What follows belongs to an exercise in optimizing a design on an open flow for small area, a short achievable clock period and few clock cycles per item; a production flow would make more cautious choices.
Only simulation tests tie the RTL to the original design; equivalence was not proved.
No activity file was given, so power comes from the tool's default toggle rates.

Setup of run A:
## bcu
module bcu (
    input  wire         clk,
    input  wire         rst,             
    input  wire         cmd_valid,
    output wire         cmd_ready,
    input  wire [127:0] cmd,
    output wire         rsp_valid,
    input  wire         rsp_ready,
    output wire [127:0] rsp
);
Size: ~4300 cells after synthesis, roughly 36000 um^2 of cells after synthesis.
Settings: LEC_CHECK=0, ABC_AREA=1, CAP_MARGIN=30, CORE_MARGIN=2, CORE_UTILIZATION=40, SETUP_SLACK_MARGIN=5, SLEW_MARGIN=20, TNS_END_PERCENT=0; clock period 12.0 ns.
standard.sh (not shown) runs the stock make flow with config.mk's settings and CLKGATE_MAP_FILE= SYNTH_SCRIPT=/design/flow/synth_recipe.tcl, a recipe that flattens the netlist after the stock synthesis.
==> flow/flow/run.sh <==
#!/bin/bash
# Layout flow: the standard flow, except that synthesis maps the logic with
# the ABC script in flow/abc_area.script (an area-oriented mapping) instead of
# ORFS's. Everything else, including the registers, is the standard synthesis.
set -euo pipefail
here=$(pwd)
rm -rf "$here/cs_scripts"
cp -r "$FLOW_HOME/scripts" "$here/cs_scripts"
cp "$here/flow/abc_area.script" "$here/cs_scripts/abc_area.script"
bash standard.sh SCRIPTS_DIR="$here/cs_scripts" ABC_AREA=1 synth > "$here/synth.log" 2>&1
bash standard.sh > "$here/layout.log" 2>&1
==> flow/flow/abc_area.script <==
strash
&get -n
&fraig -x
&put
scorr
dc2
strash
&get -n
&dch -f
&nf
&put
buffer -c
topo
stime -c
upsize -c
dnsize -c
Run A went all the way through synthesis, placement and routing and the layout is clean on timing, DRC and antenna.
Testbench counts of run A, summed over its fixed seeds: cycles 8,054, commands 8,046.
[inputs] run B vs run A
Settings: CTS_BUF_LIST now sky130_fd_sc_hd__clkbuf_8, previously not set.
==> flow/flow/run.sh <==
#!/bin/bash
# Layout flow: the standard flow (standard.sh), except that
#  - synthesis maps the logic with the ABC script in flow/abc_area.script
#    (an area-oriented mapping) instead of ORFS's; the registers and every
#    other synthesis step are the standard synthesis's;
#  - the port buffers are sky130_fd_sc_hd__buf_1 (ORFS picks a delay cell).
# Each step's full output goes to a log file in this folder (and ORFS's own
# logs under orfs/logs).
set -euo pipefail
here=$(pwd)
rm -rf "$here/cs_scripts"
cp -r "$FLOW_HOME/scripts" "$here/cs_scripts"
cp "$here/flow/abc_area.script" "$here/cs_scripts/abc_area.script"
bash standard.sh SCRIPTS_DIR="$here/cs_scripts" ABC_AREA=1 synth > "$here/synth.log" 2>&1
bash standard.sh "BUFFER_PORTS_ARGS=-buffer_cell sky130_fd_sc_hd__buf_1" finish > "$here/layout.log" 2>&1
--- a/flow/flow/abc_area.script
+++ b/flow/flow/abc_area.script
@@ -7,6 +7,6 @@
 strash
 &get -n
-&dch -f
-&nf
+&synch2
+&nf -R 1000
 &put
 buffer -c
Looking at non-clock buffer count, run B sits 20% below run A.
Measured against each other, run B and run A differ in multi-input logic area, the lower figure coming from run B.
Run B vs. run A: combinational share of power went down by 3.1 points.
Run B vs run A — count of non-filler cells in the finished layout dropped slightly
The clock-buffer cell count of run B is higher than that of run A.
Relative to run A, the total design power of run B is lower by about 11%.
Higher post-layout worst setup margin goes to run A over run B.
Compared with run A, in run B hold slack now sits higher, wire length on met1 now sits lower.
Run B: no failed stages, no open violations at the end
Setup changes, run B to run C
Settings: CORE_UTILIZATION changed from 40 to 50.
Results
Per the final summary, run C finished and its layout is clean on timing, DRC and antenna. First-pass GRT wire length: run C vs run B down about 4.3%. Between run B and run C, the clock period minus final worst setup slack is lower for run C. Against run B, via count in run C rose slightly. As far as count of mapped cells out of synthesis goes, run C and run B are indistinguishable; the numbers are identical.

---

bcu, a different RTL version from the one above (not shown whole).
For scale: roughly 4100 cells after synthesis, about 260 I/O pins.
==> flow/config.mk <==
export PLATFORM = sky130hd
export DESIGN_NAME = bcu
export DESIGN_NICKNAME = bcu
export VERILOG_FILES = /design/flow/design.v
export SDC_FILE = /design/flow/constraint.sdc
export NUM_CORES = 8
export LEC_CHECK = 0
export ABC_AREA = 1
export CAP_MARGIN = 30
export CORE_MARGIN = 2
export CORE_UTILIZATION = 52
export CTS_BUF_LIST = sky130_fd_sc_hd__clkbuf_4
export SETUP_SLACK_MARGIN = 5
export SLEW_MARGIN = 20
export TNS_END_PERCENT = 0
==> flow/constraint.sdc <==
create_clock -name core_clock -period 12.0 [get_ports {clk}]
set_input_delay 2.4000 -clock core_clock [delete_from_list [all_inputs] [get_ports {clk}]]
set_output_delay 2.4000 -clock core_clock [all_outputs]
set_load 0.01 [all_outputs]
==> flow/flow/run.sh <==
#!/bin/bash
# Layout flow: the standard flow (standard.sh), except that
#  - synthesis maps the logic with the ABC script in flow/abc_area.script
#    (an area-oriented mapping) instead of ORFS's; the registers and every
#    other synthesis step are the standard synthesis's;
#  - the port buffers are sky130_fd_sc_hd__buf_1 (ORFS picks a delay cell);
set -euo pipefail
here=$(pwd)
rm -rf "$here/cs_scripts"
cp -r "$FLOW_HOME/scripts" "$here/cs_scripts"
cp "$here/flow/abc_area.script" "$here/cs_scripts/abc_area.script"
bash standard.sh SCRIPTS_DIR="$here/cs_scripts" ABC_AREA=1 synth > "$here/synth.log" 2>&1
bash standard.sh "BUFFER_PORTS_ARGS=-buffer_cell sky130_fd_sc_hd__buf_1" SETUP_SLACK_MARGIN=6.5 finish > "$here/layout.log" 2>&1
==> flow/flow/abc_area.script <==
strash
&get -n
&fraig -x
&put
scorr
dc2
strash
&get -n
&dc2
&synch2
&nf -R 1000
&put
buffer -c
topo
stime -c
upsize -c
dnsize -c
Testbench counts at the start, summed over its fixed seeds: cycles 8,118, commands 8,046.
Change:
--- a/flow/flow/abc_area.script
+++ b/flow/flow/abc_area.script
@@ -11 +11 @@
-&nf -R 1000
+&nf
- CORE_UTILIZATION: 52 -> 40
What happened: Cell area rose by about 4.6%; routed wire length rose by 7.6%; critical path depth rose by 5; clock skew fell by 28 ps.
Change:
--- a/flow/flow/run.sh
+++ b/flow/flow/run.sh
@@ -6,0 +7,3 @@
+#  - clock tree synthesis adds no dummy loads.
+# Each step's full output goes to a log file in this folder (and ORFS's own
+# logs under orfs/logs).
@@ -13 +16 @@
-bash standard.sh "BUFFER_PORTS_ARGS=-buffer_cell sky130_fd_sc_hd__buf_1" SETUP_SLACK_MARGIN=6.5 finish > "$here/layout.log" 2>&1
+bash standard.sh "BUFFER_PORTS_ARGS=-buffer_cell sky130_fd_sc_hd__buf_1" SETUP_SLACK_MARGIN=6.5 "CTS_ARGS=-sink_clustering_enable -repair_clock_nets -buf_list sky130_fd_sc_hd__clkbuf_4 -dont_use_dummy_load" finish > "$here/layout.log" 2>&1
--- a/flow/flow/abc_area.script
+++ b/flow/flow/abc_area.script
@@ -11 +11 @@
-&nf
+&nf -R 1000
- CORE_UTILIZATION: 40 -> 45
Synthesized cell count hardly moves.
Setup slack gains 140 ps.
Total power fell by roughly a tenth.
Wire length fell by a little under a tenth.
Flip-flop and latch count stays the same.
Change:
--- a/flow/flow/run.sh
+++ b/flow/flow/run.sh
@@ -7,3 +6,0 @@
-#  - clock tree synthesis adds no dummy loads.
-# Each step's full output goes to a log file in this folder (and ORFS's own
-# logs under orfs/logs).
@@ -16 +13 @@
-bash standard.sh "BUFFER_PORTS_ARGS=-buffer_cell sky130_fd_sc_hd__buf_1" SETUP_SLACK_MARGIN=6.5 "CTS_ARGS=-sink_clustering_enable -repair_clock_nets -buf_list sky130_fd_sc_hd__clkbuf_4 -dont_use_dummy_load" finish > "$here/layout.log" 2>&1
+bash standard.sh "BUFFER_PORTS_ARGS=-buffer_cell sky130_fd_sc_hd__buf_1" SETUP_SLACK_MARGIN=6.5 finish > "$here/layout.log" 2>&1
The changed run completed without violations.
Final area rose slightly.
Total power rose by a little under a tenth.
Worst setup slack gets worse by 68 ps.
Register-to-register slack gets worse by 50 ps.
Global-route usage barely changes.
Cell count rose slightly.
Die area does not change.
Via count hardly moves.
Change:
--- a/flow/flow/run.sh
+++ b/flow/flow/run.sh
@@ -6,0 +7,3 @@
+#  - clock tree synthesis adds no dummy loads and clusters up to 6 sinks.
+# Each step's full output goes to a log file in this folder (and ORFS's own
+# logs under orfs/logs).
@@ -13 +16 @@
-bash standard.sh "BUFFER_PORTS_ARGS=-buffer_cell sky130_fd_sc_hd__buf_1" SETUP_SLACK_MARGIN=6.5 finish > "$here/layout.log" 2>&1
+bash standard.sh "BUFFER_PORTS_ARGS=-buffer_cell sky130_fd_sc_hd__buf_1" SETUP_SLACK_MARGIN=6.5 "CTS_ARGS=-sink_clustering_enable -repair_clock_nets -buf_list sky130_fd_sc_hd__clkbuf_4 -dont_use_dummy_load -sink_clustering_size 6 -sink_clustering_max_diameter 40" finish > "$here/layout.log" 2>&1
The new run passed the timing, design-rule and antenna checks; non-clock buffer count rises by 24; total power drops by a little under a tenth; maximum frequency went down slightly; global-route usage decreases by 0.19 points; synthesized cell count is unchanged; final cell count came out lower slightly; wire length hardly moves; sequential power hardly moves; critical path depth goes down by 3; final area fell slightly.

static timing again, ports no longer ideal:
Ports are ideal in the flow. The routed layouts listed here were re-timed in OpenROAD. Step 1, drivers: a clkbuf_16 drives clk and a buf_2 each remaining input, both assumed. Step 2, shift: input delay + t, output delay - t, t = (earliest + latest rising clock arrival at the registers) / 2. This alone moves slack from input paths to output paths. Three values: ideal ports, drivers, drivers and shift; two values: the first two.
run	t (ns)	setup WS [ns]	hold slack, ns	clock arrival spread, ns	worst data-port slew with drivers (ns)
run A	0.687	4.723 / 4.764 / 4.077	0.449 / 0.449 / 0.449	0.046 / 0.046	0.08
run B	0.764	4.644 / 4.655 / 3.891	0.452 / 0.452 / 0.452	0.064 / 0.064	0.10
run C	0.766	4.698 / 4.739 / 3.973	0.455 / 0.455 / 0.455	0.065 / 0.065	0.12
the first run of note 2	0.992	5.572 / 5.618 / 4.627	0.466 / 0.466 / 0.466	0.097 / 0.097	0.11
the second run of note 2	1.082	5.564 / 5.615 / 4.533	0.455 / 0.455 / 0.455	0.070 / 0.069	0.11
the third run of note 2	0.980	5.708 / 5.709 / 4.729	0.467 / 0.467 / 0.467	0.123 / 0.124	0.13
the fourth run of note 2	1.016	5.640 / 5.652 / 4.636	0.469 / 0.469 / 0.469	0.094 / 0.094	0.12
the fifth run of note 2	0.938	5.568 / 5.571 / 4.633	0.469 / 0.469 / 0.469	0.133 / 0.132	0.12
After both steps every run listed still meets setup and hold. The setup slack of the second run of note 2, which loses most, moves by +0.051 ns with the drivers and by -1.031 ns with both steps.
